This is an optimization exercise on Yosys and OpenROAD, whose aim is small area, a short achievable clock period and few clock cycles, not a production implementation. Function was checked by simulation only, so behaviour that the tests miss may differ from the original. No activity file was given, so power comes from the tool's default toggle rates.

===== flow/config.mk =====
export PLATFORM = sky130hd
export DESIGN_NAME = pft_lzd
export DESIGN_NICKNAME = pft_lzd
export VERILOG_FILES = /design/flow/design.v
export SDC_FILE = /design/flow/constraint.sdc
export NUM_CORES = 8
export LEC_CHECK = 0
export CAP_MARGIN = 20
export CORE_MARGIN = 2
export CORE_UTILIZATION = 35
export CTS_CLUSTER_DIAMETER = 110
export CTS_CLUSTER_SIZE = 24
export GPL_ROUTABILITY_DRIVEN = 0
export SETUP_SLACK_MARGIN = 3
export SLEW_MARGIN = 20

===== flow/constraint.sdc =====
create_clock -name core_clock -period 12.0 [get_ports {clk}]
set_input_delay 2.4000 -clock core_clock [delete_from_list [all_inputs] [get_ports {clk}]]
set_output_delay 2.4000 -clock core_clock [all_outputs]
set_load 0.01 [all_outputs]

===== flow/design.v =====
module pft_lzd (
    input  wire        clk,
    input  wire        rst,           
    input  wire [7:0]  reg_addr,      
    input  wire        reg_we,
    input  wire [31:0] reg_wdata,
    output reg  [31:0] reg_rdata,
    output wire        irq,
    output reg         buf_en,
    output reg         buf_we,
    output reg  [16:0] buf_addr,
    output reg  [7:0]  buf_wdata,
    input  wire [7:0]  buf_rdata,
    output reg         out_re,
    output reg  [24:0] out_raddr,
    input  wire [7:0]  out_rdata,
    output reg         out_we,
    output reg  [24:0] out_waddr,
    output reg  [7:0]  out_wdata
);
    localparam [3:0] F_ALIGN   = 4'd2;
    localparam [3:0] F_OOB     = 4'd3;
    localparam [3:0] F_CSUM    = 4'd4;
    localparam [3:0] F_NOSIG   = 4'd5;
    localparam [3:0] F_OVERSZ  = 4'd6;
    localparam [3:0] F_INCOMPL = 4'd7;
    localparam [3:0] F_ZEROOFF = 4'd8;
    localparam [3:0] F_NOTRL   = 4'd9;
    localparam [3:0] F_OUTCAP  = 4'd10;
    localparam [3:0] F_OFFBEF  = 4'd11;
    localparam [3:0] F_ILLCMD  = 4'd12;
    localparam [4:0]
        S_IDLE  = 5'd0,
        S_CMD   = 5'd1,    
        S_CK    = 5'd2,    
        S_CKE   = 5'd3,    
        S_HDR   = 5'd4,    
        S_HDR1  = 5'd5,    
        S_HDRC  = 5'd6,    
        S_RAWC  = 5'd7,    
        S_RAW   = 5'd8,    
        S_RSKIP = 5'd9,    
        S_TOK   = 5'd10,   
        S_MSK1  = 5'd11,   
        S_CP1   = 5'd12,   
        S_EXT   = 5'd13,   
        S_CPC   = 5'd14,   
        S_CPY   = 5'd15,   
        S_TRL   = 5'd16,   
        S_TRL1  = 5'd17,   
        S_IV    = 5'd18,   
        S_XC    = 5'd19,   
        S_XR    = 5'd20,   
        S_XW    = 5'd21;   
    reg  [4:0]  state;
    reg  [1:0]  ctrl_op;
    reg         ctrl_endian;
    reg         ctrl_ie;
    reg         st_done;
    reg         st_err;
    reg  [3:0]  err_code;     
    reg         errf;         
    reg  [31:0] buf_len;
    reg  [7:0]  model;
    reg  [31:0] xbase, xivoff, xstart, xlen;
    reg  [17:0] ic;           
    reg  [25:0] oc;           
    reg  [31:0] iv0, iv1, iv2, iv3;    
    reg         kv;           
    reg  [17:0] sp;           
    reg  [31:0] acc;          
    reg         ckc;          
    reg  [22:0] cnt;          
    reg  [7:0]  s0;           
    reg  [15:0] blen;         
    reg  [15:0] rem;          
    reg  [16:0] mask;         
    reg         mflag;        
    reg  [10:0] offm1;        
    reg  [7:0]  hb;           
    reg         hv;           
    reg         sig_nz;       
    wire busy = (state != S_IDLE);
    assign irq = ctrl_ie & (st_done | st_err);
    wire [7:0] sbyte = hv ? hb : buf_rdata;
    wire cpy_last = (cnt == 23'd1);
    wire cpy_mrg;
    reg pop;                  
    always @* begin
        case (state)
            S_HDR, S_HDR1, S_TRL, S_TRL1, S_TOK, S_MSK1, S_CP1, S_EXT, S_RAW, S_RSKIP:
                pop = 1'b1;
            S_CPY:
                pop = cpy_mrg;
            default:
                pop = 1'b0;
        endcase
    end
    wire stream = (state >= S_CKE) && (state <= S_TRL1);
    wire [24:0] x_relh  = {blen, offm1[8:0]};
    wire [6:0]  x_b     = s0[6:0];                       
    wire [4:0]  kidx    = busy ? x_b[6:2] : reg_addr[6:2];
    wire [31:0] tmp0    = iv0 + ~iv2;
    wire [31:0] tmp1    = iv1 + ~iv3;
    wire [31:0] key_w;
    pft_lzd_key u_key (.idx(kidx), .tmp0(tmp0), .tmp1(tmp1),
                       .iv0(iv0), .iv1(iv1), .iv2(iv2), .iv3(iv3), .key(key_w));
    wire [31:0] x_mw    = key_w - {x_relh, 7'd0};
    wire [31:0] x_mword = acc;
    reg  [7:0]  x_mbyte;
    always @* begin
        case (ctrl_endian ? ~x_b[1:0] : x_b[1:0])
            2'd0: x_mbyte = x_mword[7:0];
            2'd1: x_mbyte = x_mword[15:8];
            2'd2: x_mbyte = x_mword[23:16];
            default: x_mbyte = x_mword[31:24];
        endcase
    end
    wire        xsel_iv = (state == S_IDLE) || (state == S_CMD);
    wire [31:0] xsum_b  = xsel_iv ? xivoff : xstart;
    wire [32:0] xsum    = {1'b0, xbase} + {1'b0, xsum_b};
    wire [18:0] xend    = {1'b0, xsum[17:0]} + (xsel_iv ? 19'd16 : {1'b0, xlen[17:0]});
    wire        x_hi    = (xbase[31:18] != 14'd0) || (xsum_b[31:18] != 14'd0) || xsum[18];
    wire        x_oob   = x_hi || (!xsel_iv && (xlen[31:18] != 14'd0)) ||
                          (xend > {1'b0, buf_len[17:0]});
    reg         xoob_r;
    always @(posedge clk) xoob_r <= x_oob;
    wire [10:0] cp_off   = {s0[7:5], sbyte};
    wire [22:0] cp_len   = {18'd0, s0[4:0]} + 23'd3;
    wire        cp_ext   = (s0[4:0] == 5'd7);
    wire [17:0] sp_inc  = sp + 18'd1;
    wire [22:0] cnt_nx  = cnt + ((state == S_EXT) ? {15'd0, sbyte} : 23'h7FFFFF);
    wire        ck_last = (sp_inc == buf_len[17:0]);
    wire [8:0]  ck_sum  = {1'b0, acc[7:0]} + {1'b0, buf_rdata} + {8'd0, ckc & (sp[1:0] != 2'd0)};
    wire [7:0]  ck_lane = ck_sum[7:0];
    wire        ck_cout = ck_sum[8];
    wire [25:0] oc_inc  = oc + 26'd1;
    wire [23:0] oc_plus = {1'b0, oc[22:0]} + {1'b0, cnt};
    wire        oc_over = oc[25] || (oc[24] && oc[23] && oc_plus[23] && (oc_plus[22:0] != 23'd0));
    wire [6:0]  oc_p6   = {1'b0, oc[5:0]} + {1'b0, cp_len[5:0]};
    wire        oc_ovcp = oc[25] || (oc[24] && oc[23] && (oc[22:6] == 17'h1FFFF) && (oc_p6 > 7'd64));
    reg  [15:0] hd_len;
    reg         hd_oversz;
    always @* begin
        hd_len    = blen;
        hd_oversz = 1'b0;
        if (blen == 16'hE000) begin
            if (model == 8'd1)      hd_len = 16'hC002;
            else if (model == 8'd2) hd_len = 16'h6000;
            else                    hd_oversz = 1'b1;
        end else if (blen > 16'h8000) begin
            hd_oversz = 1'b1;
        end
    end
    wire        sp_over  = cnt[22] || ({7'd0, hd_len} > cnt);
    wire        cke_ok   = (acc == 32'd0) && (buf_len[17:0] >= 18'h1F8) && sig_nz;
    wire        hd_raw1  = (model == 8'd1) && (blen == 16'hE000);
    wire        hd_raw2  = (model == 8'd2) && ((blen == 16'hE000) || (blen == 16'h6000));
    wire        rem0     = (rem == 16'd2);             
    wire        rem_lt2  = (rem[15:2] == 14'd0);       
    wire        rem1     = (rem == 16'd3);             
    wire        gv       = (mask[15:0] != 16'd0);      
    assign      cpy_mrg  = cpy_last && !rem_lt2 && (!gv || mask[16]);
    wire [17:0] t_pos    = ic + {16'd0, mflag, 1'b0};  
    reg  [4:0]  nstate;
    reg         flt;
    reg  [3:0]  fcode;
    reg  [31:0] fin, fval;
    reg         fin_done;
    always @* begin
        nstate   = state;
        flt      = 1'b0;
        fcode    = 4'd0;
        fin      = 32'd0;
        fval     = 32'd0;
        fin_done = 1'b0;
        case (state)
            S_CMD: begin
                if (ctrl_op == 2'd3) begin
                    flt = 1'b1; fcode = F_ILLCMD; fin = 32'd0; fval = 32'd3;
                end else if ((buf_len[31:18] != 14'd0) || (buf_len[17] && (buf_len[16:0] != 17'd0))) begin
                    flt = 1'b1; fcode = F_OOB; fin = buf_len; fval = 32'd0;
                end else if (ctrl_op == 2'd0) begin
                    if (buf_len[1:0] != 2'd0) begin
                        flt = 1'b1; fcode = F_CSUM; fin = buf_len; fval = {30'd0, buf_len[1:0]};
                    end else if (buf_len[17:0] == 18'd0) begin
                        flt = 1'b1; fcode = F_OOB; fin = 32'h1F6; fval = 32'd2;
                    end else begin
                        nstate = S_CK;
                    end
                end else begin
                    if (xoob_r) begin
                        flt = 1'b1; fcode = F_OOB; fin = xsum[31:0]; fval = 32'd16;
                    end else begin
                        nstate = S_IV;
                    end
                end
            end
            S_CK: if (ck_last) nstate = S_CKE;
            S_CKE: begin
                if (acc != 32'd0) begin
                    flt = 1'b1; fcode = F_CSUM; fin = 32'd0; fval = acc;
                end else if (buf_len[17:0] < 18'h1F8) begin
                    flt = 1'b1; fcode = F_OOB; fin = 32'h1F6; fval = 32'd2;
                end else if (!sig_nz) begin
                    flt = 1'b1; fcode = F_NOSIG; fin = 32'h1F6; fval = 32'd0;
                end else if (buf_len[17:0] < 18'h202) begin
                    flt = 1'b1; fcode = F_OOB; fin = 32'h200; fval = 32'd2;
                end else begin
                    nstate = S_HDR;
                end
            end
            S_HDR:  nstate = S_HDR1;
            S_HDR1: nstate = S_HDRC;
            S_HDRC: begin
                if (blen == 16'd0) begin
                    fin_done = 1'b1;
                end else if (hd_oversz) begin
                    flt = 1'b1; fcode = F_OVERSZ; fin = {14'd0, ic}; fval = {16'd0, blen};
                end else if (sp_over) begin
                    flt = 1'b1; fcode = F_INCOMPL; fin = {14'd0, ic}; fval = {16'd0, hd_len};
                end else if (hd_raw1 || hd_raw2) begin
                    nstate = S_RAWC;
                end else if (hd_len < 16'd2) begin
                    flt = 1'b1; fcode = F_NOTRL; fin = {14'd0, ic}; fval = {16'd0, hd_len};
                end else begin
                    nstate = (hd_len == 16'd2) ? S_TRL : S_TOK;
                end
            end
            S_RAWC: begin
                if (oc_over) begin
                    flt = 1'b1; fcode = F_OUTCAP; fin = {14'd0, ic}; fval = {9'd0, cnt};
                end else begin
                    nstate = S_RAW;
                end
            end
            S_RAW:   if (cnt == 23'd1) nstate = rem0 ? S_HDR : S_RSKIP;
            S_RSKIP: if (rem1) nstate = S_HDR;
            S_TOK: begin
                if (!gv) begin
                    if (rem_lt2) begin
                        flt = 1'b1; fcode = F_INCOMPL; fin = {14'd0, sp}; fval = {16'd0, blen};
                    end else begin
                        nstate = S_MSK1;
                    end
                end else if (!mask[16]) begin
                    if (rem0) begin
                        flt = 1'b1; fcode = F_INCOMPL; fin = {14'd0, sp}; fval = {16'd0, blen};
                    end else if (oc[25]) begin
                        flt = 1'b1; fcode = F_OUTCAP; fin = {14'd0, sp}; fval = 32'd1;
                    end else begin
                        nstate = rem1 ? S_TRL : S_TOK;
                    end
                end else begin
                    if (rem_lt2) begin
                        flt = 1'b1; fcode = F_INCOMPL; fin = {14'd0, sp}; fval = {16'd0, blen};
                    end else begin
                        nstate = S_CP1;
                    end
                end
            end
            S_MSK1: nstate = S_TOK;
            S_CP1: begin
                if (cp_ext) begin
                    nstate = S_EXT;
                end else if (cp_off == 11'd0) begin
                    flt = 1'b1; fcode = F_ZEROOFF; fin = {14'd0, t_pos}; fval = {9'd0, cp_len};
                end else if ((oc[25:11] == 15'd0) && (cp_off > oc[10:0])) begin
                    flt = 1'b1; fcode = F_OFFBEF; fin = {14'd0, t_pos}; fval = {21'd0, cp_off};
                end else if (oc_ovcp) begin
                    flt = 1'b1; fcode = F_OUTCAP; fin = {14'd0, t_pos}; fval = {9'd0, cp_len};
                end else begin
                    nstate = S_CPY;
                end
            end
            S_EXT: begin
                if (rem0) begin
                    flt = 1'b1; fcode = F_INCOMPL; fin = {14'd0, sp}; fval = {16'd0, blen};
                end else if (sbyte != 8'hFF) begin
                    nstate = S_CPC;
                end
            end
            S_CPC: begin
                if (offm1 == 11'h7FF) begin
                    flt = 1'b1; fcode = F_ZEROOFF; fin = {14'd0, t_pos}; fval = {9'd0, cnt};
                end else if ((oc[25:11] == 15'd0) && (offm1 >= oc[10:0])) begin
                    flt = 1'b1; fcode = F_OFFBEF; fin = {14'd0, t_pos}; fval = {21'd0, offm1 + 11'd1};
                end else if (oc_over) begin
                    flt = 1'b1; fcode = F_OUTCAP; fin = {14'd0, t_pos}; fval = {9'd0, cnt};
                end else begin
                    nstate = S_CPY;
                end
            end
            S_CPY: if (cpy_last) nstate = cpy_mrg ? (gv ? S_CP1 : S_MSK1) : (rem0 ? S_TRL : S_TOK);
            S_TRL: nstate = S_TRL1;
            S_TRL1: begin
                if ({s0, sbyte} != 16'd0) begin
                    flt = 1'b1; fcode = F_NOTRL; fin = {14'd0, ic}; fval = {16'd0, s0, sbyte};
                end else begin
                    nstate = S_HDR;
                end
            end
            S_IV: begin
                if (cnt[3:0] == 4'd0) begin
                    if (ctrl_op == 2'd2) fin_done = 1'b1;
                    else                 nstate = S_XC;
                end
            end
            S_XC: begin
                if (xstart[6:0] != 7'd0 || xlen[6:0] != 7'd0) begin
                    flt = 1'b1; fcode = F_ALIGN; fin = xstart; fval = xlen;
                end else if (xlen == 32'd0) begin
                    fin_done = 1'b1;
                end else if (xoob_r) begin
                    flt = 1'b1; fcode = F_OOB; fin = xsum[31:0]; fval = xlen;
                end else begin
                    nstate = S_XR;
                end
            end
            S_XR: nstate = S_XW;
            S_XW: if (cnt == 23'd1) fin_done = 1'b1; else nstate = S_XR;
            default: nstate = S_IDLE;
        endcase
        if (flt || fin_done) nstate = S_IDLE;
    end
    always @* begin
        buf_en    = 1'b0;
        buf_we    = 1'b0;
        buf_addr  = sp_inc[16:0];
        buf_wdata = buf_rdata ^ x_mbyte;
        out_re    = 1'b0;
        out_raddr = oc[24:0] + {14'h3FFF, ~((state == S_CP1) ? cp_off : offm1)} +
                    {24'd0, (state == S_CP1) || ((state == S_CPY) && (offm1 != 11'd0))};
        out_we    = 1'b0;
        out_waddr = oc[24:0];
        out_wdata = sbyte;
        case (state)
            S_CMD: begin
                buf_en = 1'b1;
                if (ctrl_op != 2'd0) buf_addr = xsum[16:0];
            end
            S_CK: begin
                buf_en = 1'b1;
                if (ck_last) buf_addr = 17'h200;
            end
            S_IV: buf_en = (cnt[3:0] != 4'd0);
            S_TOK: begin
                buf_en = 1'b1;
                out_we = gv & ~mask[16] & ~rem0 & ~oc[25];
            end
            S_RAW: begin
                buf_en = 1'b1;
                out_we = 1'b1;
            end
            S_CP1: begin
                buf_en = 1'b1;
                out_re = 1'b1;
            end
            S_CPC: out_re = 1'b1;
            S_CPY: begin
                buf_en    = pop;
                out_re    = 1'b1;
                out_we    = 1'b1;
                out_wdata = out_rdata;
            end
            S_XR: begin
                buf_en   = 1'b1;
                buf_addr = sp[16:0];
            end
            S_XW: begin
                buf_en   = 1'b1;
                buf_we   = 1'b1;
                buf_addr = sp[16:0];
            end
            default: buf_en = pop;
        endcase
    end
    always @* begin
        reg_rdata = 32'd0;
        if (reg_addr[7]) begin
            if (kv) reg_rdata = key_w;
        end else begin
            case (reg_addr[6:2])
                5'h00: reg_rdata = {27'd0, ctrl_ie, ctrl_endian, ctrl_op, 1'b0};
                5'h01: reg_rdata = {16'd0, 4'd0, st_err ? err_code : 4'd0, 5'd0, st_err, st_done, busy};
                5'h02: reg_rdata = buf_len;
                5'h03: reg_rdata = {24'd0, model};
                5'h04: reg_rdata = xbase;
                5'h05: reg_rdata = xivoff;
                5'h06: reg_rdata = xstart;
                5'h07: reg_rdata = xlen;
                5'h08: reg_rdata = {6'd0, oc};
                5'h09: reg_rdata = {14'd0, ic};
                5'h0A: reg_rdata = errf ? {blen, mask[15:0]} : 32'd0;
                5'h0B: reg_rdata = errf ? {6'd0, oc} : 32'd0;
                5'h0C: reg_rdata = errf ? acc : 32'd0;
                5'h0D: reg_rdata = 32'h0200_0000;
                5'h0E: reg_rdata = 32'h0002_0000;
                default: reg_rdata = 32'd0;
            endcase
        end
    end
    wire start = reg_we && (reg_addr == 8'h00) && !busy && reg_wdata[0];
    always @(posedge clk) begin
        if (rst) begin
            state       <= S_IDLE;
            ctrl_op     <= 2'd0;
            ctrl_endian <= 1'b0;
            ctrl_ie     <= 1'b0;
            st_done     <= 1'b0;
            st_err      <= 1'b0;
            errf        <= 1'b0;
            buf_len     <= 32'd0;
            model       <= 8'd0;
            xbase       <= 32'd0;
            xivoff      <= 32'd0;
            xstart      <= 32'd0;
            xlen        <= 32'd0;
            ic          <= 18'd0;
            oc          <= 26'd0;
            kv          <= 1'b0;
        end else begin
            if (reg_we) begin
                case (reg_addr)
                    8'h00: begin
                        ctrl_ie <= reg_wdata[4];
                        if (!busy) begin
                            ctrl_op     <= reg_wdata[2:1];
                            ctrl_endian <= reg_wdata[3];
                        end
                    end
                    8'h04: begin
                        if (reg_wdata[1]) st_done <= 1'b0;
                        if (reg_wdata[2]) st_err  <= 1'b0;
                    end
                    8'h08: if (!busy) buf_len <= reg_wdata;
                    8'h0C: if (!busy) model   <= reg_wdata[7:0];
                    8'h10: if (!busy) xbase   <= reg_wdata;
                    8'h14: if (!busy) xivoff  <= reg_wdata;
                    8'h18: if (!busy) xstart  <= reg_wdata;
                    8'h1C: if (!busy) xlen    <= reg_wdata;
                    default: ;
                endcase
            end
            if (start) begin
                st_done <= 1'b0;
                st_err  <= 1'b0;
                errf    <= 1'b0;
                ic      <= 18'd0;
                oc      <= 26'd0;
                state   <= S_CMD;
            end else begin
                state <= nstate;
            end
            if (flt) begin
                st_err <= 1'b1;
                errf   <= 1'b1;
            end
            if (fin_done) st_done <= 1'b1;
            if (state == S_IV && cnt[3:0] == 4'd0) kv <= 1'b1;
            if (state == S_CKE && cke_ok) ic <= 18'h200;
            if (!flt) case (state)
                S_HDRC: ic <= sp;                       
                S_RAW:  if (cnt == 23'd1 && rem0) ic <= sp_inc;
                S_RSKIP: if (rem1) ic <= sp_inc;
                S_TOK:  if (gv && !mask[16]) ic <= sp_inc;
                S_CPY:  if (cnt == 23'd1) ic <= sp;
                S_TRL1: ic <= sp_inc;
                S_XW:   if (cnt == 23'd1) ic <= sp_inc;
                default: ;
            endcase
            if (out_we) oc <= oc_inc;
        end
    end
    always @(posedge clk) begin
        hb <= sbyte;
        if (stream) begin
            hv <= ~pop;
            if (pop) sp <= sp_inc;
        end
        if (flt) err_code <= fcode;
        case (state)
            S_IDLE: sp <= 18'h3FFFF;        
            S_CMD: begin
                acc    <= 32'd0;
                ckc    <= 1'b0;
                sig_nz <= 1'b0;
                cnt    <= 23'd15;
                sp     <= (ctrl_op == 2'd0) ? 18'd0 : xsum[17:0];
            end
            S_CK: begin
                hv  <= 1'b0;
                acc <= {ck_lane, acc[31:8]};
                ckc <= ck_cout;
                if ((sp[17:1] == 17'h000FB) && (buf_rdata != 8'd0)) sig_nz <= 1'b1;
                sp  <= ck_last ? 18'h200 : sp_inc;
            end
            S_HDR:  s0   <= sbyte;
            S_HDR1: begin
                blen <= {s0, sbyte};
                cnt  <= {5'd0, buf_len[17:0]} - {5'd0, sp} - 23'd7;
            end
            S_HDRC: begin
                blen  <= hd_len;
                cnt   <= hd_raw1 ? 23'h00C000 : 23'h006000;
                rem   <= (hd_raw1 || hd_raw2) ? (hd_raw1 ? 16'd4 : 16'd2) : hd_len;
                mask  <= 17'd0;
                mflag <= 1'b0;
            end
            S_RAW:   cnt <= cnt_nx;
            S_RSKIP: rem <= rem - 16'd1;
            S_TOK: begin
                s0  <= sbyte;
                rem <= rem - 16'd1;
                if (!gv) begin
                    mflag <= 1'b1;
                end else begin
                    mask <= {mask[15:0], 1'b0};
                    if (!mask[16]) mflag <= 1'b0;
                end
            end
            S_MSK1: begin
                mask <= {s0, sbyte, 1'b1};
                rem  <= rem - 16'd1;
            end
            S_CP1: begin
                offm1 <= cp_off - 11'd1;
                cnt   <= cp_len;
                rem   <= rem - 16'd1;
            end
            S_EXT: begin
                cnt <= cnt_nx;
                rem <= rem - 16'd1;
            end
            S_CPY: begin
                cnt <= cnt_nx;
                if (cpy_last) mflag <= 1'b0;
                if (cpy_mrg) begin
                    s0  <= sbyte;
                    rem <= rem - 16'd1;
                    if (!gv) mflag <= 1'b1;
                    else     mask  <= {mask[15:0], 1'b0};
                end
            end
            S_TRL: s0 <= sbyte;
            S_IV: begin
                sp  <= sp_inc;
                cnt <= cnt_nx;
                if (ctrl_endian) iv3 <= {iv3[23:0], buf_rdata};
                else             iv3 <= {buf_rdata, iv3[31:8]};
                if (cnt[1:0] == 2'd0 && cnt[3:2] != 2'd0) begin
                    iv2 <= ctrl_endian ? {iv3[23:0], buf_rdata} : {buf_rdata, iv3[31:8]};
                    iv1 <= iv2;
                    iv0 <= iv1;
                end
            end
            S_XC: begin
                cnt  <= {5'd0, xlen[17:0]};
                sp   <= xsum[17:0];
                s0   <= 8'd0;
                blen <= xstart[31:16];
                offm1[8:0] <= xstart[15:7];
            end
            S_XR: if (x_b[1:0] == 2'd0) acc <= x_mw;
            S_XW: begin
                cnt <= cnt_nx;
                sp  <= sp_inc;
                s0  <= s0 + 8'd1;
                if (x_b == 7'd127) {blen, offm1[8:0]} <= x_relh + 25'd1;
            end
            default: ;
        endcase
        if (flt) begin
            acc        <= fval;               
            blen       <= fin[31:16];         
            mask[15:0] <= fin[15:0];
        end
    end
endmodule
module pft_lzd_key (
    input  wire [4:0]  idx,
    input  wire [31:0] tmp0, tmp1,
    input  wire [31:0] iv0, iv1, iv2, iv3,
    output wire [31:0] key
);
    wire [31:0] t = (idx[0] ? tmp1 : tmp0) ^ {32{idx[1]}};
    reg  [31:0] c;
    always @* begin
        case (idx[4:3])
            2'd0: c = iv0;
            2'd1: c = iv1;
            2'd2: c = iv2;
            default: c = iv3;
        endcase
    end
    wire [31:0] x = idx[2] ? t : ~(t ^ c);
    wire [31:0] y = idx[2] ? ~c : {t[30:0] | c[30:0], 1'b0};
    assign key = x + y;
endmodule

===== flow/flow/run.sh =====
#!/bin/bash
# Own flow: the standard layout (standard.sh, unchanged synthesis), with the
# port buffers made of sky130_fd_sc_hd__buf_1 instead of the delay buffer that
# buffer_ports picks by default (every port still gets its own buffer), and
# timing repair allowed to change a cell's footprint (MATCH_CELL_FOOTPRINT=0;
# detailed placement runs after every repair).
set -euo pipefail
W=$(pwd)
sed 's#^make -C \(.*\) "\${@:-finish}"$#make -C \1 "BUFFER_PORTS_ARGS=-buffer_cell sky130_fd_sc_hd__buf_1" MATCH_CELL_FOOTPRINT=0 "${@:-finish}"#' standard.sh > own_standard.sh
grep -q 'MATCH_CELL_FOOTPRINT=0' own_standard.sh
bash own_standard.sh finish > make_finish.log 2>&1
test -s out/final.def

===== flow/standard.sh =====
#!/bin/bash
# synth_recipe.tcl (not shown) runs the flow's synth.tcl, then flattens the netlist and writes it again
# the make line also repeats each setting of config.mk as NAME=value (left out here)
make -C /OpenROAD-flow-scripts/flow DESIGN_CONFIG=/design/flow/config.mk WORK_HOME=/design/flow/orfs CLKGATE_MAP_FILE= SYNTH_SCRIPT=/design/flow/synth_recipe.tcl "${@:-finish}"

==> flow_metrics.tcl, run 1 <==
set metrics [dict create \
    tightest_slew_ns 1.25 \
    numCtsBuffers 30 \
    skew_ns 0.0982 \
    status "complete, no violations" \
    end_kind "output port" \
    worst_ir_drop_vdd_v 0.000692 \
    area_growth_pct 10.5 \
    slew_headroom 0.166 \
    finalCritPeriodShare 0.740 \
    cts_max_path_buffers 3 \
    cts_tree "done" \
    rsz0062_at_grt "true" \
    numPortBuffers 178 \
    drt_iter0_drc 9212 \
    initial_utilization 0.352 \
    wl_per_cell_um 29.1 \
    slew_violations 0 \
    synth_edf_count 276 \
    p_total_mw 15.5 \
    regToRegEndpoint "xoob_r$_DFF_P_" \
    ys_seq_elements 511 \
    fin_setup_tns_ns 0 \
    leakage_nw 19.5 \
    nets 6143 \
    r2r_slack_ns 3.97 \
    synthArstFlopShare 0 \
    fp-row-count 132 \
    dieArea_um2 133000 \
    ys_warn_count 2 \
    antenna_found_initial 32 \
    whs_path_depth 0 \
    coreArea_um2 129000 \
    die_x_um 364 \
    syn_area_per_cell_um2 8.06 \
    hpwl_um 163000 \
    drive_above_1_share 0.0820 \
    die_h_um 364 \
    cts_root_buf "clkbuf_16" \
    drc_errors 0 \
    drtPass1Iterations 11 \
    clock-sinks 511 \
    arrival_ns 6.48 \
    syn_area_um2 45500 \
    min_delay_worst_endpoint "iv1[28]$_DFFE_PP_" \
    fmax_mhz 113 \
    grt_max_degree 96 \
    yosys.area.top_type "edfxtp_1" \
    hold_class "reg -> reg" \
    grt_overflow 0 \
    num_vias 48800 \
    io_pins 179 \
    p_per_area_nw_per_um2 308 \
    period_needed_ns 8.88 \
    synth_nets 6072 \
    seq_area_frac_synth 0.286 \
    grt_usage 0.314 \
    grt_pass1_vias 43600 \
    r2r-start "state[4]$_SDFFE_PP0P_" \
    synth_common_cells "nand2_1, a21oi_1, nor2_1, ha_1, o21ai_0" \
    synth_top_area_frac 0.182 \
    via_per_inst 6.51 \
    startpoint_type "input port" \
    r2r_cells 32 \
    grt_first_pass_wirelength_um 306000 \
    critPathKind "in -> out" \
    min-delay-start "iv2[28]$_DFFE_PP_" \
    setup_violations 0 \
    routed_wl_um 218000 \
    synth.area.top_cells "edfxtp_1, dfxtp_1, ha_1" \
    htree_levels 1 \
    syn_inst 5644 \
    crit_fanout 6 \
    fillers 13300 \
    synth.most_common_cell "nand2_1" \
    worstPathRequired_ns 9.60 \
    synth_cell_types 100 \
    drv_cap 0 \
    finalHoldViolCount 0 \
    insertion_delay_ns 0.74 \
    ys.flop_type "edfxtp_1" \
    clk_pin_slew_ns 0.11 \
    detail-route-antenna-nets 0 \
]
-- how the worst max path moves through the flow --
stage / cells after the start / startpoint / endpoint / slack (ns)
floorplan: 22 / reg_addr[5] / reg_rdata[30] / 3.02
global placement: 22 / reg_addr[6] / reg_rdata[30] / 1.90
detailed placement: 22 / reg_addr[6] / reg_rdata[30] / 1.91
CTS: 23 / reg_addr[6] / reg_rdata[30] / 3.00
global route: 23 / reg_addr[6] / reg_rdata[30] / 2.92
finish: 22 / reg_addr[6] / reg_rdata[30] / 3.12
-- what timing repair did --
item | in CTS | in global routing
setup endpoints to repair | 33 | 26
cloned | 3 | 1
gates resized for setup | 58 | 69
pin swaps | 10 | 35
setup buffers | 19 | 18
hold buffers | 0 | 0
-- area by class of cell --
type	instances	area (um^2)	area share
multi-input combinational	4497	30500	0.607
sequential	511	13000	0.259
timing repair buffer	368	2330	0.0465
tap	1742	2180	0.0434
inverter	307	1160	0.0230
clock buffer	37	808	0.0161
clock inverter	15	188	0.00373
antenna	30	75.1	0.00149
-- through the flow --
step	worst slack, ns	area [um^2]	instances	hold slack (ns)	util
after global placement	1.90	48200	7379	0.460	0.373
after floorplan	3.02	45500	5644	0.444	-
after detailed placement	1.91	48300	7382	0.456	0.374
final	3.12	50300	7507	0.477	0.389
after global routing	2.92	50200	7482	0.494	0.389
after CTS	3.00	49700	7456	0.478	0.385
-- cells by family after synthesis --
family,synth area share
flip-flops,0.286
multiplexers,0.0472
AND/OR/NAND/NOR,0.190
buffers and inverters,0.0555
AO/OA/AOI/OAI,0.248
adder cells (fa/ha/maj),0.104
XOR/XNOR,0.0696
-- worst max-delay path: stages --
cell	delay (ns)
buf_4	0.16
a21oi_4	0.20
buf_12	0.15
buf_12	0.12
mux4_2	0.53
inv_1	0.08
ha_1	0.22
mux2i_1	0.15
ha_1	0.33
o21a_1	0.21
o21a_1	0.17
o32ai_2	0.16
a211oi_2	0.08
buf_4	0.17
a31oi_4	0.26
o2111ai_2	0.18
nand2_1	0.11
o21ai_1	0.07
a21o_1	0.20
xor2_2	0.15
a31o_2	0.25
clkbuf_2	0.13
-- registers in the layout, indices dropped and copies added, names as in the netlist, 23 cells and up --
signal / flops
iv0: 32
xivoff: 32
cnt: 23
acc: 32
oc: 26
iv2: 32
buf_len: 32
xbase: 32
xlen: 32
iv3: 32
iv1: 32
xstart: 32
-- per-layer routing --
layer	GRT usage	wire length, um	vias to the layer above
met5	0.0182	601	-
met4	0.186	16700	34
met3	0.145	33700	1040
met2	0.438	86300	3663
met1	0.390	80800	23200
li1	-	-	20900
-- placed cells by master, fill, tap and decap left out, types with 35 or more instances in the layout --
master / synthesis / final
clkbuf_16: 0 / 35
a221oi_1: 55 / 55
o21a_1: 43 / 42
a22oi_1: 93 / 93
a31oi_1: 58 / 54
a22o_1: 61 / 61
dfxtp_1: 235 / 234
nor2_1: 366 / 351
nand3_1: 158 / 156
buf_1: 19 / 171
nand4_1: 55 / 55
o21ai_0: 318 / 304
xor2_1: 112 / 109
nor4_1: 61 / 60
o21bai_1: 42 / 40
nor3_1: 91 / 87
inv_1: 304 / 301
mux4_2: 40 / 40
a21o_1: 113 / 113
and3_1: 67 / 66
mux2i_1: 101 / 95
a211oi_1: 49 / 43
a21oi_1: 540 / 522
ha_1: 355 / 352
o211ai_1: 35 / 35
nor2b_1: 56 / 56
nand2b_1: 41 / 41
nand2_1: 832 / 830
a222oi_1: 74 / 74
buf_4: 28 / 171
edfxtp_1: 276 / 276
xnor2_1: 247 / 246
-- power by group --
group	switching (mW)	total, mW	internal (mW)
registers	0.563	2.75	2.18
clock network	0.742	1.25	0.509
logic	6.81	11.5	4.65
Testbench counts, summed over its fixed seeds: cycles 425,930.
==> run 2, diff against run 1 <==
--- a/flow/config.mk
+++ b/flow/config.mk
@@ -10,6 +10,6 @@
 export CORE_UTILIZATION = 35
 export CTS_CLUSTER_DIAMETER = 110
 export CTS_CLUSTER_SIZE = 24
-export GPL_ROUTABILITY_DRIVEN = 0
+export PLACE_DENSITY_LB_ADDON = 0.2
 export SETUP_SLACK_MARGIN = 3
 export SLEW_MARGIN = 20
==> flow_metrics.tcl, run 2 <==
set metrics [dict create \
    status "complete, no violations" \
    holdWs_ns 0.481 \
    clock-sinks 511 \
    place_congestion 1.06 \
    num_vias 47800 \
    synth_common_cells "nand2_1, a21oi_1, nor2_1, ha_1, o21ai_0" \
    placed_cell_area_um2 48500 \
    numPortBuffers 178 \
    setup_violations 0 \
    crit_chain "buf_12 > a21oi_4 > buf_12 > mux4_2 > inv_1 > ha_1 > mux2i_1 > ha_1 > a211o_1 > o211ai_1 > a211o_1 > a21oi_4 > o211ai_1 > nand2b_1 > a21oi_2 > o31ai_4 > a21o_1 > a21oi_2 > xor2_1 > o22ai_1 > clkbuf_2" \
    area_growth_pct 11.1 \
    met2_wirelength_um 98500 \
    switching_share 0.527 \
    cp_top_family "compound AO/OA/AOI/OAI gates" \
    io_pins 179 \
    wl_per_cell_um 31.4 \
    synth.most_common_cell "nand2_1" \
    yosys.area.top_type "edfxtp_1" \
    final_cell_count_no_fill 7526 \
    finalHoldViolCount 0 \
    rsz0062_at_grt "true" \
    syn_area_per_cell_um2 8.06 \
    crit_fanout 6 \
    fp-row-count 132 \
    die_x_um 364 \
    ys_warn_count 2 \
    fin_setup_tns_ns 0 \
    critPathKind "in -> out" \
    fillers 13600 \
    via_per_inst 6.35 \
    drive_above_1_share 0.0862 \
    synth_edf_count 276 \
    cts_tree "done" \
    slowest_stage "mux4_2" \
    nets 6168 \
    worstPathRequired_ns 9.60 \
    critPathBufInv 4 \
    synthArstFlopShare 0 \
    drt_iter0_drc 6599 \
    syn_inst 5644 \
    drtPass1Iterations 9 \
    htree_levels 2 \
    grt_max_degree 88 \
    p_total_mw 15.8 \
    clk_pin_slew_ns 0.10 \
    ys.flop_type "edfxtp_1" \
    p_int_mw 7.47 \
    seq_area_frac_synth 0.286 \
    p_clk_frac 0.089 \
    ys_seq_elements 511 \
    r2r_slack_ns 3.91 \
    grt_first_pass_wirelength_um 328000 \
    comb_power_share 0.738 \
    cts_hold_buf 0 \
    final_common_cell "nand2_1" \
    dieArea_um2 133000 \
    syn_area_um2 45500 \
    arrival_ns 6.47 \
    seqPwrFrac 0.172 \
    period_needed_ns 8.87 \
    insertion_delay_ns 0.67 \
    cts_root_buf "clkbuf_16" \
    detail-route-antenna-nets 0 \
    synth_top_area_frac 0.182 \
    worst_ir_drop_vdd_v 0.000793 \
    tightest_slew_ns 1.25 \
    fmax_mhz 113 \
    highest_layer "met5" \
    fin_area_um2 50500 \
    drc_errors 0 \
    synth.area.top_cells "edfxtp_1, dfxtp_1, ha_1" \
    mostFrequentLayoutCells "nand2_1, a21oi_1, ha_1" \
    finalCritPeriodShare 0.740 \
    initial_utilization 0.352 \
    slowest_delay_ns 0.52 \
    p_switching_mw 8.32 \
    grt_usage 0.344 \
    leakage_nw 19.7 \
    skew_ns 0.0426 \
    slew_violations 0 \
    synth_cell_types 100 \
    routed_wl_um 236000 \
    drv_cap 0 \
    coreArea_um2 129000 \
    place_inst 7411 \
    grt_overflow 0 \
    die_h_um 364 \
    cts_max_path_buffers 3 \
    met3_length_um 29400 \
    synth_nets 6072 \
    numCtsBuffers 36 \
    antenna_found_initial 34 \
    slew_headroom 0.144 \
    end_kind "output port" \
    startpoint_type "input port" \
    hpwl_um 181000 \
    drt-met1-wl_um 95300 \
    p_per_area_nw_per_um2 313 \
    grt_pass1_vias 43500 \
    hold_class "reg -> reg" \
]
-- run 2: cell count changes in the layout (fill, tap and decap cells not counted), moves of 3 or more --
cell	change
clkinv_4	+3
inv_6	+3
o21ai_1	+4
diode_2	-12
clkbuf_16	+4
inv_8	+3
buf_4	+24
-- run 2: path summary, 6_finish.rpt --
kind,start,to,depth (start not counted)
max,reg_addr[6],reg_rdata[31],21
min reg2reg,xivoff[20]$_SDFFE_PP0P_,xivoff[20]$_SDFFE_PP0P_,2
min,xivoff[20]$_SDFFE_PP0P_,xivoff[20]$_SDFFE_PP0P_,2
max reg2reg,state[2]$_SDFFE_PP0P_,acc[30]$_DFFE_PP_,35
-- run 2: cells by family (layout without fill, tap and decap cells) --
group                      count (synthesis)  in the layout  synth area share
AOI/OAI and AO/OA                       1725           1725             0.248
xor gates and xnor gates                 360            360            0.0696
adders and majority gates                369            369             0.104
buffers and inverters                    636            758            0.0555
DFF                                      511            511             0.286
muxes                                    161            161            0.0472
other                                      0             18                 0
and+or+nand+nor                         1882           1882             0.190
-- run 2: area by class of cell --
cell class | count | area [um^2] | share of cell area
inverter | 307 | 1160 | 0.0229
tap | 1742 | 2180 | 0.0431
timing repair buffer | 387 | 2440 | 0.0483
sequential | 511 | 13000 | 0.257
clock inverter | 22 | 245 | 0.00485
multi-input combinational | 4497 | 30500 | 0.604
antenna | 18 | 45.0 | 0.000891
clock buffer | 42 | 945 | 0.0187
-- run 2: worst reg2reg max path: cells and delay by family, from the launching register on --
family,cells,cell delay (ns)
xor gates and xnor gates,2,0.33
DFF,1,0.31
AOI/OAI and AO/OA,16,3.44
muxes,2,0.71
adders and majority gates,3,0.82
buffers and inverters,6,1.01
and+or+nand+nor,6,1.20
-- run 2: power groups by stage --
stage	Combinational, mW	Clock, mW	Sequential, mW
after floorplan	7.92	0	2.37
after global placement	10.8	0	2.70
after detailed placement	10.8	0	2.70
after CTS	11.1	1.42	2.66
after global routing	12.6	1.47	2.70
final	11.7	1.41	2.73
-- run 2: layer usage --
| layer | up-vias | track usage |
|---|---|---|
| li1 | 21000 | - |
| met1 | 23200 | 0.454 |
| met2 | 3102 | 0.503 |
| met3 | 568 | 0.107 |
| met4 | 24 | 0.171 |
| met5 | - | 0 |
-- run 2: what timing repair did --
item                       4_1_cts  5_1_grt
pin swaps                        6       39
resized for setup               39       87
cloned                           0        2
setup buffers                   11       20
setup endpoints to repair       30       32
-- run 2: per-stage QoR --
stage                      util  setup WS (ns)
after floorplan               -           3.02
after global placement    0.375           1.81
after detailed placement  0.376           1.78
after CTS                 0.387           2.87
after global routing      0.391           2.92
final                     0.391           3.13
==> run 3, diff against run 2 <==
--- a/flow/config.mk
+++ b/flow/config.mk
@@ -10,6 +10,5 @@
 export CORE_UTILIZATION = 35
 export CTS_CLUSTER_DIAMETER = 110
 export CTS_CLUSTER_SIZE = 24
-export PLACE_DENSITY_LB_ADDON = 0.2
-export SETUP_SLACK_MARGIN = 3
+export SETUP_SLACK_MARGIN = 2.8
 export SLEW_MARGIN = 20
==> flow_metrics.tcl, run 3 <==
set metrics [dict create \
    r2r_slack_ns 3.90 \
    slowest_stage "mux4_2" \
    worstPathRequired_ns 9.60 \
    area_growth_pct 10.3 \
    cts_max_path_buffers 3 \
    r2r_cells 35 \
    end_kind "output port" \
    detail-route-antenna-nets 0 \
    min_delay_worst_endpoint "buf_len[6]$_SDFFE_PP0P_" \
    worst_ir_drop_vdd_v 0.000668 \
    wl_per_cell_um 31.1 \
    nets 6149 \
    die_h_um 364 \
    tightest_slew_ns 1.25 \
    skew_ns 0.0690 \
    yosys.area.top_type "edfxtp_1" \
    drv_cap 0 \
    place_congestion 1.05 \
    hold_class "reg -> reg" \
    leakage_nw 19.5 \
    clock-sinks 511 \
    r2r-start "state[1]$_SDFFE_PP0P_" \
    clk_pin_slew_ns 0.10 \
    initial_utilization 0.352 \
    cts_tree "done" \
    regToRegEndpoint "acc[31]$_DFFE_PP_" \
    drt_iter0_drc 7280 \
    hpwl_um 178000 \
    holdWs_ns 0.464 \
    synth_top_area_frac 0.182 \
    finalHoldViolCount 0 \
    grt_usage 0.337 \
    p_total_mw 15.4 \
    fmax_mhz 110 \
    critPathKind "in -> out" \
    synth.most_common_cell "nand2_1" \
    seq_area_frac_synth 0.286 \
    startpoint_type "input port" \
    grt_pass1_vias 43300 \
    setup_violations 0 \
    via_per_inst 6.42 \
    cts_hold_buf 0 \
    synth_nets 6072 \
    fin_setup_tns_ns 0 \
    mostFrequentLayoutCells "nand2_1, a21oi_1, ha_1" \
    synth_common_cells "nand2_1, a21oi_1, nor2_1, ha_1, o21ai_0" \
    die_x_um 364 \
    numPortBuffers 178 \
    drtPass1Iterations 11 \
    io_pins 179 \
    syn_area_um2 45500 \
    slew_violations 0 \
    crit_chain "clkbuf_2 > a21oi_4 > buf_4 > buf_12 > mux4_2 > inv_1 > ha_1 > mux2i_1 > ha_2 > a21o_1 > a21oi_1 > o21ai_1 > nand3b_1 > o211ai_1 > nand2b_1 > a21oi_2 > o31ai_2 > a21o_1 > a21oi_2 > xor2_1 > o22ai_1 > clkbuf_2" \
    dieArea_um2 133000 \
    synthArstFlopShare 0 \
    ys.flop_type "edfxtp_1" \
    fp-row-count 132 \
    htree_levels 2 \
    insertion_delay_ns 0.67 \
    synth.area.top_cells "edfxtp_1, dfxtp_1, ha_1" \
    synth_cell_types 100 \
    slowest_delay_ns 0.56 \
    cp_top_family "compound AO/OA/AOI/OAI gates" \
    drive_above_1_share 0.0772 \
    period_needed_ns 9.07 \
    synth_edf_count 276 \
    p_per_area_nw_per_um2 306 \
    antenna_found_initial 29 \
    critPathBufInv 5 \
    syn_inst 5644 \
    slew_headroom 0.148 \
    grt_overflow 0 \
    whs_path_depth 2 \
    numCtsBuffers 34 \
    num_vias 48200 \
    ys_seq_elements 511 \
    syn_area_per_cell_um2 8.06 \
    routed_wl_um 233000 \
    grt_max_degree 90 \
    cts_root_buf "clkbuf_16" \
    grt_first_pass_wirelength_um 323000 \
    final_common_cell "nand2_1" \
    min-delay-start "buf_len[6]$_SDFFE_PP0P_" \
    drc_errors 0 \
    crit_fanout 14 \
    ys_warn_count 2 \
    coreArea_um2 129000 \
    arrival_ns 6.67 \
    status "complete, no violations" \
    finalCritPeriodShare 0.756 \
    rsz0062_at_grt "true" \
]
run 3: cell families (layout without fill, tap and decap cells):
| group | after synthesis | in the layout | share of synthesized area |
|---|---|---|---|
| xor+xnor | 360 | 360 | 0.0696 |
| mux | 161 | 161 | 0.0472 |
| other cells | 0 | 25 | 0 |
| simple gates | 1882 | 1882 | 0.190 |
| compound gates | 1725 | 1725 | 0.248 |
| buf+inv | 636 | 733 | 0.0555 |
| fa+ha+maj | 369 | 369 | 0.104 |
| flops | 511 | 511 | 0.286 |
run 3: worst max-delay path by stage:
stage	start	to	slack [ns]	cells past startpoint
finish	reg_addr[6]	reg_rdata[31]	2.93	22
global route	reg_addr[2]	reg_rdata[30]	2.71	26
CTS	reg_addr[2]	reg_rdata[30]	2.75	26
detailed placement	reg_addr[5]	reg_rdata[30]	2.12	24
global placement	reg_addr[5]	reg_rdata[30]	2.18	24
floorplan	reg_addr[6]	reg_rdata[30]	2.82	21
run 3: cell type report:
class,count,area [um^2]
Inverter,307,1160
Antenna cell,25,62.6
Fill cell,13500,79000
Timing Repair Buffer,370,2250
Tap cell,1742,2180
Clock buffer,39,922
Multi-Input combinational cell,4497,30400
Sequential cell,511,13000
Clock inverter,17,225
run 3: worst min-delay path: stages (launching register included):
cell and delay, ns:
dfxtp_1 0.32, nand2_1 0.05, a21oi_1 0.05
run 3: per-stage QoR:
step	std cells	cell area (um^2)	util	worst slack, ns
floorplan	5644	45500	-	2.82
global placement	7405	48400	0.375	2.18
detailed placement	7405	48500	0.375	2.12
CTS	7470	49800	0.386	2.75
global route	7490	50100	0.388	2.71
finish	7508	50100	0.388	2.93
run 3: what timing repair did:
item,4_1_cts,5_1_grt
setup endpoints to repair,22,25
cloned,2,1
buffers inserted,7,11
resized for setup,30,38
pin swaps,3,9
run 3: power by group:
| part | total [mW] | leakage, nW | internal, mW | switching, mW |
|---|---|---|---|---|
| Clock | 1.36 | 0.554 | 0.604 | 0.759 |
| Sequential | 2.70 | 4.43 | 2.18 | 0.521 |
| Combinational | 11.3 | 14.6 | 4.49 | 6.81 |
run 3: metal layers:
layer  up-vias  global-route usage  wire [um]
met5         -                   0         75
met4        12               0.187      14800
met3       639              0.0811      27200
met2      3203               0.496      97500
met1     23400               0.452      93600
li1      20900                   -          -
==> run 4, diff against run 3 <==
--- a/flow/config.mk
+++ b/flow/config.mk
@@ -10,5 +10,5 @@
 export CORE_UTILIZATION = 35
 export CTS_CLUSTER_DIAMETER = 110
 export CTS_CLUSTER_SIZE = 24
-export SETUP_SLACK_MARGIN = 2.8
+export SETUP_SLACK_MARGIN = 3.2
 export SLEW_MARGIN = 20
==> flow_metrics.tcl, run 4 <==
set metrics [dict create \
    worst_ir_drop_vdd_v 0.000542 \
    synth_compound_area_frac 0.248 \
    r2r_slack_ns 3.99 \
    synth.most_common_cell "nand2_1" \
    area_growth_pct 12.6 \
    finalHoldViolCount 0 \
    r2r_cells 34 \
    worstPathRequired_ns 9.60 \
    met2_wirelength_um 96200 \
    drv_cap 0 \
    seq_area_frac_synth 0.286 \
    skew_ns 0.0516 \
    whs_path_depth 2 \
    ys.flop_type "edfxtp_1" \
    final_common_cell "nand2_1" \
    met3_length_um 32500 \
    io_pins 179 \
    min_delay_worst_endpoint "xivoff[10]$_SDFFE_PP0P_" \
    via_per_inst 6.43 \
    startpoint_type "input port" \
    dieArea_um2 133000 \
    htree_levels 2 \
    grt_max_degree 178 \
    place_inst 7399 \
    fmax_mhz 112 \
    slew_headroom 0.157 \
    insertion_delay_ns 0.65 \
    numCtsBuffers 34 \
    clk_pin_slew_ns 0.09 \
    p_per_area_nw_per_um2 327 \
    setup_violations 0 \
    synth_top_area_frac 0.182 \
    synthMuxAreaShare 0.0472 \
    cts_max_path_buffers 3 \
    cts_root_buf "clkbuf_16" \
    coreArea_um2 129000 \
    die_h_um 364 \
    synth_edf_count 276 \
    end_kind "output port" \
    drtPass1Iterations 7 \
    grt_pass1_vias 43800 \
    numPortBuffers 178 \
    initial_utilization 0.352 \
    synth_common_cells "nand2_1, a21oi_1, nor2_1, ha_1, o21ai_0" \
    nets 6202 \
    crit_fanout 6 \
    tightest_slew_ns 1.26 \
    die_x_um 364 \
    syn_area_per_cell_um2 8.06 \
    syn_inst 5644 \
    synth-simple-area-share 0.190 \
    grt_first_pass_wirelength_um 325000 \
    ys_seq_elements 511 \
    syn_area_um2 45500 \
    period_needed_ns 8.96 \
    hold_class "reg -> reg" \
    fin_area_um2 51200 \
    cts_hold_buf 0 \
    regToRegEndpoint "acc[31]$_DFFE_PP_" \
    clock-sinks 511 \
    mostFrequentLayoutCells "nand2_1, a21oi_1, nor2_1" \
    synth.area.top_cells "edfxtp_1, dfxtp_1, ha_1" \
    grt_overflow 0 \
    highest_layer "met5" \
    synth_top_family_by_area "compound AO/OA/AOI/OAI gates" \
    drt_iter0_drc 7599 \
    synth_nets 6072 \
    ys_warn_count 2 \
    critPathKind "in -> out" \
    placed_cell_area_um2 48400 \
    finalCritPeriodShare 0.746 \
    grt_usage 0.338 \
    min-delay-start "xivoff[10]$_SDFFE_PP0P_" \
    rsz0062_at_grt "true" \
    yosys.area.top_type "edfxtp_1" \
    detail-route-antenna-nets 0 \
    synth_xor_area_frac 0.0696 \
    r2r-start "state[1]$_SDFFE_PP0P_" \
    cts_tree "done" \
    synthArstFlopShare 0 \
    place_congestion 1.04 \
    holdWs_ns 0.478 \
    slew_violations 0 \
    num_vias 48500 \
    drive_above_1_share 0.0993 \
    status "complete, no violations" \
    leakage_nw 20.0 \
    fp-row-count 132 \
    wl_per_cell_um 31.2 \
    hpwl_um 180000 \
    yosys.area_share.adder 0.104 \
    arrival_ns 6.56 \
    antenna_found_initial 36 \
    routed_wl_um 235000 \
    synth_cell_types 100 \
    drt-met1-wl_um 93400 \
    drc_errors 0 \
    final_cell_count_no_fill 7552 \
    fin_setup_tns_ns 0 \
]
run 4: cell counts after synthesis:
No cell type changed its count.
run 4: cell type report:
class,instances,area [um^2]
Sequential cell,511,13000
Timing Repair Buffer,423,2880
Tap cell,1742,2180
Clock buffer,44,941
Fill cell,13300,78000
Clock inverter,17,240
Antenna cell,11,27.5
Inverter,307,1160
Multi-Input combinational cell,4497,30800
run 4: worst max-delay path by stage:
stage | end | slack, ns | depth (start not counted) | startpoint
finish | reg_rdata[5] | 3.04 | 20 | reg_addr[6]
global route | reg_rdata[31] | 2.88 | 24 | reg_addr[2]
CTS | out_raddr[13] | 3.12 | 19 | buf_rdata[1]
detailed placement | reg_rdata[30] | 1.84 | 21 | reg_addr[6]
global placement | reg_rdata[30] | 1.89 | 21 | reg_addr[6]
floorplan | reg_rdata[30] | 3.21 | 21 | reg_addr[4]
run 4: power breakdown:
part / total, mW / switching (mW) / internal, mW
logic: 12.6 / 7.41 / 5.24
registers: 2.69 / 0.507 / 2.18
clock network: 1.39 / 0.796 / 0.597
total: 16.7 / 8.71 / 8.02
run 4: kinds of logic (layout without fill, tap and decap cells):
| logic type | after synthesis | count (layout) |
|---|---|---|
| mux | 161 | 161 |
| compound gates | 1725 | 1725 |
| fa+ha+maj | 369 | 369 |
| simple gates | 1882 | 1882 |
| buf+inv | 636 | 791 |
| flops | 511 | 511 |
| xor+xnor | 360 | 360 |
| other cells | 0 | 11 |
run 4: critical path, cell delays in order:
cell and delay, ns:
buf_12 0.12, a21oi_4 0.14, buf_12 0.15, buf_16 0.13, mux4_2 0.53, inv_2 0.09, ha_4 0.19, mux2i_1 0.17
ha_2 0.32, o211ai_1 0.30, buf_4 0.18, buf_4 0.10, buf_4 0.09, buf_4 0.09, buf_4 0.09, nand2_1 0.05
a21oi_1 0.18, xor2_1 0.67, o22ai_1 0.34, buf_1 0.22
run 4: what timing repair did:
action                                  in CTS  in global routing
buffers inserted                            36                 39
resized for setup                          102                103
pin swaps                                   35                 60
endpoints found under the setup margin      45                 33
cloned                                       2                  3
endpoints found under the hold margin        0                  0
run 4: metal layers:
metal	track usage	vias up
met1	0.452	23500
met3	0.112	639
met4	0.156	22
li1	-	21000
met5	0	-
met2	0.489	3341
run 4: per-stage QoR:
| stage | setup WS, ns | utilization | total power, mW |
|---|---|---|---|
| finish | 3.04 | 0.396 | 16.7 |
| global route | 2.88 | 0.396 | 17.6 |
| CTS | 3.12 | 0.389 | 15.5 |
| detailed placement | 1.84 | 0.375 | 13.5 |
| global placement | 1.89 | 0.375 | 13.3 |
| floorplan | 3.21 | - | 10.3 |
==> run 5, diff against run 4 <==
==> flow/config.mk (replaced) <==
export PLATFORM = sky130hd
export DESIGN_NAME = pft_lzd
export DESIGN_NICKNAME = pft_lzd
export VERILOG_FILES = /design/flow/design.v
export SDC_FILE = /design/flow/constraint.sdc
export NUM_CORES = 8
export LEC_CHECK = 0
export CAP_MARGIN = 5
export CORE_MARGIN = 2
export CORE_UTILIZATION = 35
export CTS_CLUSTER_DIAMETER = 110
export CTS_CLUSTER_SIZE = 24
export SETUP_SLACK_MARGIN = 3
export SLEW_MARGIN = 5
==> flow_metrics.tcl, run 5 <==
set metrics [dict create \
    num_vias 48400 \
    finalHoldViolCount 0 \
    grt_overflow 0 \
    synth_compound_area_frac 0.248 \
    synth.most_common_cell "nand2_1" \
    synth_edf_count 276 \
    layout_setup_ws_ns 3.00 \
    via_per_inst 6.43 \
    final_common_cell "nand2_1" \
    critPathBufInv 12 \
    rsz0062_at_grt "true" \
    slowest_stage "ha_1" \
    detail-route-antenna-nets 0 \
    nets 6179 \
    synthMuxAreaShare 0.0472 \
    synth_xor_area_frac 0.0696 \
    synth.area.top_cells "edfxtp_1, dfxtp_1, ha_1" \
    slew_headroom 0.0868 \
    r2r-start "state[1]$_SDFFE_PP0P_" \
    synth_common_cells "nand2_1, a21oi_1, nor2_1, ha_1, o21ai_0" \
    die_h_um 364 \
    clock-sinks 511 \
    numCtsBuffers 30 \
    r2r_cells 32 \
    finalCritPeriodShare 0.750 \
    startpoint_type "input port" \
    grt_pass1_vias 43600 \
    crit_fanout 7 \
    critPathKind "in -> out" \
    routed_wl_um 230000 \
    cpMostUsedCell "buf_6" \
    grt_first_pass_wirelength_um 320000 \
    synth_top_family_by_area "compound AO/OA/AOI/OAI gates" \
    cp-startpoint "reg_addr[5]" \
    io_pins 179 \
    synth_nets 6072 \
    grt_max_degree 93 \
    drt_iter0_drc 7090 \
    synthArstFlopShare 0 \
    ys_seq_elements 511 \
    status "complete, no violations" \
    cp_top_family "buffers and inverters" \
    antenna_found_initial 27 \
    min_delay_worst_endpoint "iv0[2]$_DFFE_PP_" \
    syn_area_per_cell_um2 8.06 \
    hpwl_um 175000 \
    yosys.area_share.adder 0.104 \
    pre_cts_ws_ns 1.79 \
    synth-simple-area-share 0.190 \
    r2r_slack_ns 4.05 \
    insertion_delay_ns 0.74 \
    worst_ir_drop_vdd_v 0.000572 \
    drc_errors 0 \
    end_kind "output port" \
    drv_cap 0 \
    fillers 13300 \
    initial_utilization 0.352 \
    yosys.area.top_type "edfxtp_1" \
    area_growth_pct 11.4 \
    fin_setup_tns_ns 0 \
    coreArea_um2 129000 \
    seq_area_frac_synth 0.286 \
    place_congestion 1.07 \
    synth_cell_types 100 \
    fmax_mhz 111 \
    cts_root_buf "clkbuf_16" \
    fp-row-count 132 \
    cts_max_path_buffers 3 \
    regToRegEndpoint "xoob_r$_DFF_P_" \
    p_per_area_nw_per_um2 317 \
    hold_class "reg -> reg" \
    whs_path_depth 0 \
    mostFrequentLayoutCells "nand2_1, a21oi_1, nor2_1" \
    syn_area_um2 45500 \
    setup_violations 0 \
    worstPathRequired_ns 9.60 \
    ys.flop_type "edfxtp_1" \
    syn_inst 5644 \
    cts_hold_buf 0 \
    die_x_um 364 \
    drtPass1Iterations 11 \
    tightest_slew_ns 1.36 \
    synth_top_area_frac 0.182 \
    leakage_nw 19.7 \
    wl_per_cell_um 30.6 \
    dieArea_um2 133000 \
    clk_pin_slew_ns 0.10 \
    arrival_ns 6.60 \
    drive_above_1_share 0.0942 \
    numPortBuffers 178 \
    slowest_delay_ns 0.34 \
    skew_ns 0.0903 \
    htree_levels 1 \
    grt_usage 0.330 \
    period_needed_ns 9.00 \
    ys_warn_count 2 \
    min-delay-start "iv1[2]$_DFFE_PP_" \
    cts_tree "done" \
    slew_violations 0 \
]
-- run 5: cell counts after synthesis --
No cell type changed its count.
-- run 5: what timing repair did --
item,4_1_cts,5_1_grt
setup endpoints to repair,38,31
gates resized for setup,70,111
pin swaps,10,68
setup buffers,22,41
cloned,4,1
-- run 5: metal layers --
metal	wire, um	global-route usage	vias to the layer above
li1	-	-	21000
met1	89800	0.431	23400
met2	95000	0.485	3288
met3	29400	0.101	721
met4	15600	0.181	22
met5	190	0.000726	-
-- run 5: cells by family (layout without fill, tap and decap cells) --
family                   after synthesis  count (layout)
adder cells (fa/ha/maj)              369             369
buffers and inverters                636             764
XOR/XNOR                             360             360
AO/OA/AOI/OAI                       1725            1725
other                                  0              12
multiplexers                         161             162
AND/OR/NAND/NOR                     1882            1882
flip-flops                           511             511
-- run 5: metrics by stage --
stage	area (um^2)	hold WS, ns	total power [mW]	utilization	std cells
6_report	50600	0.463	16.0	0.392	7527
5_1_grt	50600	0.499	17.0	0.392	7517
4_1_cts	49800	0.458	14.9	0.386	7473
3_5_place_dp	48400	0.459	13.3	0.374	7393
3_3_place_gp	48400	0.460	13.3	0.374	7393
2_1_floorplan	45500	0.444	10.3	-	5644
-- run 5: area by class of cell --
type,count,area [um^2],area share
timing repair buffer,403,2590,0.0512
multi-input combinational,4498,30700,0.606
tap,1742,2180,0.0430
clock inverter,15,194,0.00383
inverter,307,1160,0.0228
clock buffer,39,785,0.0155
sequential,511,13000,0.257
antenna,12,30.0,0.000593
-- run 5: report_power, final --
group | internal, mW | total, mW | switching (mW)
registers | 2.18 | 2.71 | 0.526
clock network | 0.493 | 1.23 | 0.739
logic | 5.00 | 12.1 | 7.09
total | 7.68 | 16.0 | 8.36
-- run 5: worst max-delay path by stage --
stage / to / slack [ns] / cells past startpoint
2_1_floorplan: reg_rdata[30] / 3.02 / 22
3_3_place_gp: reg_rdata[30] / 1.76 / 22
4_1_cts: reg_rdata[30] / 2.91 / 23
5_1_grt: reg_rdata[30] / 2.82 / 23
3_5_place_dp: reg_rdata[30] / 1.79 / 22
6_report: reg_rdata[30] / 3.00 / 27
-- run 5: worst register-to-register path: cells and delay by family (launching register included) --
| kind | cells | cell delay, ns |
|---|---|---|
| AOI/OAI and AO/OA | 11 | 2.25 |
| xor gates and xnor gates | 1 | 0.87 |
| adders and majority gates | 4 | 1.36 |
| buffers and inverters | 5 | 1.25 |
| DFF | 1 | 0.33 |
| and+or+nand+nor | 11 | 1.74 |
==> run 6, diff against run 5 <==
--- a/flow/design.v
+++ b/flow/design.v
@@ -105,8 +105,8 @@
     wire [31:0] key_w;
     pft_lzd_key u_key (.idx(kidx), .tmp0(tmp0), .tmp1(tmp1),
                        .iv0(iv0), .iv1(iv1), .iv2(iv2), .iv3(iv3), .key(key_w));
-    wire [31:0] x_mw    = key_w - {x_relh, 7'd0};
-    wire [31:0] x_mword = acc;
+    wire [31:0] x_mw    = acc - {x_relh, 7'd0};
+    wire [31:0] x_mword = (x_b[1:0] == 2'd0) ? x_mw : acc;
     reg  [7:0]  x_mbyte;
     always @* begin
         case (ctrl_endian ? ~x_b[1:0] : x_b[1:0])
@@ -561,11 +561,12 @@
                 blen <= xstart[31:16];
                 offm1[8:0] <= xstart[15:7];
             end
-            S_XR: if (x_b[1:0] == 2'd0) acc <= x_mw;
+            S_XR: if (x_b[1:0] == 2'd0) acc <= key_w;
             S_XW: begin
                 cnt <= cnt_nx;
                 sp  <= sp_inc;
                 s0  <= s0 + 8'd1;
+                if (x_b[1:0] == 2'd0) acc <= x_mw;
                 if (x_b == 7'd127) {blen, offm1[8:0]} <= x_relh + 25'd1;
             end
             default: ;
--- a/flow/config.mk
+++ b/flow/config.mk
@@ -5,10 +5,10 @@
 export SDC_FILE = /design/flow/constraint.sdc
 export NUM_CORES = 8
 export LEC_CHECK = 0
-export CAP_MARGIN = 5
+export CAP_MARGIN = 20
 export CORE_MARGIN = 2
 export CORE_UTILIZATION = 35
 export CTS_CLUSTER_DIAMETER = 110
 export CTS_CLUSTER_SIZE = 24
 export SETUP_SLACK_MARGIN = 3
-export SLEW_MARGIN = 5
+export SLEW_MARGIN = 20
==> flow_metrics.tcl, run 6 <==
set metrics [dict create \
    status "complete, no violations" \
    p_int_mw 6.70 \
    critPathKind "in -> out" \
    slew_headroom 0.182 \
    cts_root_buf "clkbuf_16" \
    coreArea_um2 133000 \
    clk_pin_slew_ns 0.11 \
    r2r-start "state[1]$_SDFFE_PP0P_" \
    antenna_found_initial 27 \
    startpoint_type "input port" \
    fp-row-count 134 \
    drv_cap 0 \
    fillers 13800 \
    period_needed_ns 9.02 \
    r2r_slack_ns 4.43 \
    syn_inst 5918 \
    arrival_ns 6.62 \
    drtPass1Iterations 10 \
    clock-sinks 511 \
    num_vias 50900 \
    p_clk_frac 0.106 \
    seq_area_frac_synth 0.277 \
    rsz0062_at_grt "true" \
    grt_first_pass_wirelength_um 354000 \
    insertion_delay_ns 0.70 \
    min_delay_worst_endpoint "xivoff[19]$_SDFFE_PP0P_" \
    htree_levels 2 \
    leakage_nw 20.2 \
    tightest_slew_ns 1.22 \
    synthArstFlopShare 0 \
    syn_area_um2 47000 \
    hpwl_um 194000 \
    synth_edf_count 276 \
    numCtsBuffers 37 \
    ys_warn_count 2 \
    ys_seq_elements 511 \
    grt_overflow 0 \
    finalHoldViolCount 0 \
    min-delay-start "xivoff[19]$_SDFFE_PP0P_" \
    area_growth_pct 11.9 \
    grt_pass1_vias 47100 \
    initial_utilization 0.352 \
    synth_cell_types 104 \
    nets 6446 \
    drt_iter0_drc 7298 \
    slowest_delay_ns 0.40 \
    place_congestion 1.04 \
    p_per_area_nw_per_um2 274 \
    grt_usage 0.358 \
    drc_errors 0 \
    final_common_cell "nand2_1" \
    seqCellArea_um2 13000 \
    slew_violations 0 \
    hold_class "reg -> reg" \
    final_util 0.394 \
    yosys.area.top_type "edfxtp_1" \
    multiInputGateArea_um2 32000 \
    worstPathRequired_ns 9.60 \
    setup_violations 0 \
    switching_share 0.534 \
    ys.flop_type "edfxtp_1" \
    r2r_cells 28 \
    synth_top_area_frac 0.176 \
    wl_per_cell_um 32.6 \
    cts_max_path_buffers 3 \
    finalCritPeriodShare 0.751 \
    skew_ns 0.0483 \
    worst_ir_drop_vdd_v 0.000244 \
    pre_cts_ws_ns 1.78 \
    place_inst 7664 \
    via_per_inst 6.50 \
    fmax_mhz 111 \
    cts_tree "done" \
    slowest_stage "o22ai_1" \
    crit_fanout 9 \
    fin_setup_tns_ns 0 \
    synth_nets 6347 \
    mostFrequentLayoutCells "nand2_1, a21oi_1, nor2_1" \
    cpMostUsedCell "buf_4" \
    synth_common_cells "nand2_1, a21oi_1, nor2_1, ha_1, o21ai_0" \
    dieArea_um2 137000 \
    syn_area_per_cell_um2 7.94 \
    final_cell_count_no_fill 7829 \
    drive_above_1_share 0.0937 \
    regToRegEndpoint "xoob_r$_DFF_P_" \
    die_h_um 370 \
    io_pins 179 \
    comb_power_share 0.709 \
    seqPwrFrac 0.185 \
    numPortBuffers 178 \
    end_kind "output port" \
    detail-route-antenna-nets 0 \
    p_switching_mw 7.69 \
    synth.most_common_cell "nand2_1" \
    grt_max_degree 100 \
    routed_wl_um 255000 \
    layout_setup_ws_ns 2.98 \
    cts_hold_buf 0 \
    synth.area.top_cells "edfxtp_1, dfxtp_1, ha_1" \
    die_x_um 370 \
    crit_chain "clkbuf_2 > mux2i_4 > buf_12 > buf_4 > buf_4 > buf_4 > mux4_2 > inv_1 > ha_1 > mux2i_1 > ha_2 > a21oi_1 > o21ai_0 > a21oi_1 > o21ai_2 > o21bai_4 > a41oi_4 > buf_4 > buf_4 > xor2_1 > o22ai_1 > buf_1" \
    whs_path_depth 2 \
]
run 6: changes by cell type after synthesis, moves of 14 or more:
cell      delta
nor3_1      +39
o21ai_0     +32
o22ai_1     +36
nor2_1      +20
o211ai_1    +14
buf_1       +20
nand2_1     +31
a21o_1      -17
inv_1       +28
and2_1      +21
o221ai_1    +18
run 6: power by group through the flow:
stage | clock [mW] | sequential [mW] | combinational [mW]
2_1_floorplan | 0 | 2.36 | 5.56
5_1_grt | 1.58 | 2.64 | 10.7
4_1_cts | 1.53 | 2.62 | 9.19
3_5_place_dp | 0 | 2.66 | 8.46
6_report | 1.52 | 2.66 | 10.2
3_3_place_gp | 0 | 2.66 | 8.43
run 6: logic make-up after synthesis:
group / synth area share
compound gates: 0.255
xor+xnor: 0.0656
fa+ha+maj: 0.101
buf+inv: 0.0591
flops: 0.277
mux: 0.0454
simple gates: 0.197
run 6: how the worst max path moves through the flow:
stage / to / slack, ns / start
floorplan: reg_rdata[30] / 3.02 / reg_addr[5]
detailed placement: reg_rdata[30] / 1.78 / reg_addr[6]
global route: reg_rdata[28] / 2.94 / iv3[0]$_DFFE_PP_
global placement: reg_rdata[30] / 1.83 / reg_addr[6]
CTS: reg_rdata[30] / 2.97 / iv3[0]$_DFFE_PP_
finish: reg_rdata[24] / 2.98 / reg_addr[5]
run 6: final cells by class:
type                       instances  share of cell area
timing repair buffer             423              0.0507
clock inverter                    23             0.00640
inverter                         337              0.0242
tap                             1768              0.0421
sequential                       511               0.247
antenna                           18            0.000857
multi-input combinational       4707               0.610
clock buffer                      42              0.0190
run 6: timing repair:
item | in CTS | in global routing
cloned | 4 | 0
setup buffers | 33 | 44
pin swaps | 24 | 57
resized for setup | 77 | 89
endpoints found under the setup margin | 37 | 31
hold endpoints to repair | 0 | 0
run 6: per-stage QoR:
step	power, mW	hold WS [ns]	instance area, um^2
3_3_place_gp	11.1	0.458	49800
4_1_cts	13.3	0.476	51800
5_1_grt	14.9	0.491	52500
6_report	14.4	0.478	52600
2_1_floorplan	7.93	0.444	47000
3_5_place_dp	11.1	0.457	49800
run 6: metal layers:
metal | up-vias | share of wire | GRT usage | routed length (um)
met5 | - | 0.00058 | 0 | 149
met1 | 24600 | 0.37 | 0.444 | 95700
met4 | 22 | 0.081 | 0.241 | 20800
met3 | 880 | 0.11 | 0.0905 | 28900
met2 | 3367 | 0.43 | 0.546 | 110000
li1 | 22100 | - | - | -
run 6: critical path, delay by kind of cell:
| kind | cells | cell delay [ns] |
|---|---|---|
| AOI/OAI and AO/OA | 7 | 1.51 |
| buffers and inverters | 9 | 1.36 |
| muxes | 3 | 0.70 |
| adders and majority gates | 2 | 0.56 |
| xor gates and xnor gates | 1 | 0.07 |
Testbench counts of run 6, summed over its fixed seeds: cycles 425,930.

-- re-timing with driven ports --
How much do the figures lean on ideal ports? The routed layouts below were timed once more, with nothing changed but the port constraints. Step 1 assumes that a clkbuf_16 drives the clock port and a buf_2 every other input. Step 2, shift: input delay + t, output delay - t, t = (earliest + latest rising clock arrival at the registers) / 2. This alone moves slack from input paths to output paths. a / b / c = no drivers / after step 1 / after step 2; a / b = the first two.
run	t (ns)	setup WS [ns]
run 1	0.761	3.116 / 3.030 / 3.030
run 2	0.726	3.126 / 3.053 / 2.990
run 3	0.708	2.933 / 2.847 / 2.847
run 4	0.699	3.044 / 2.922 / 2.922
run 5	0.772	2.998 / 2.977 / 2.977
run 6	0.763	2.984 / 2.898 / 2.898
After both steps every run listed still meets setup and hold.
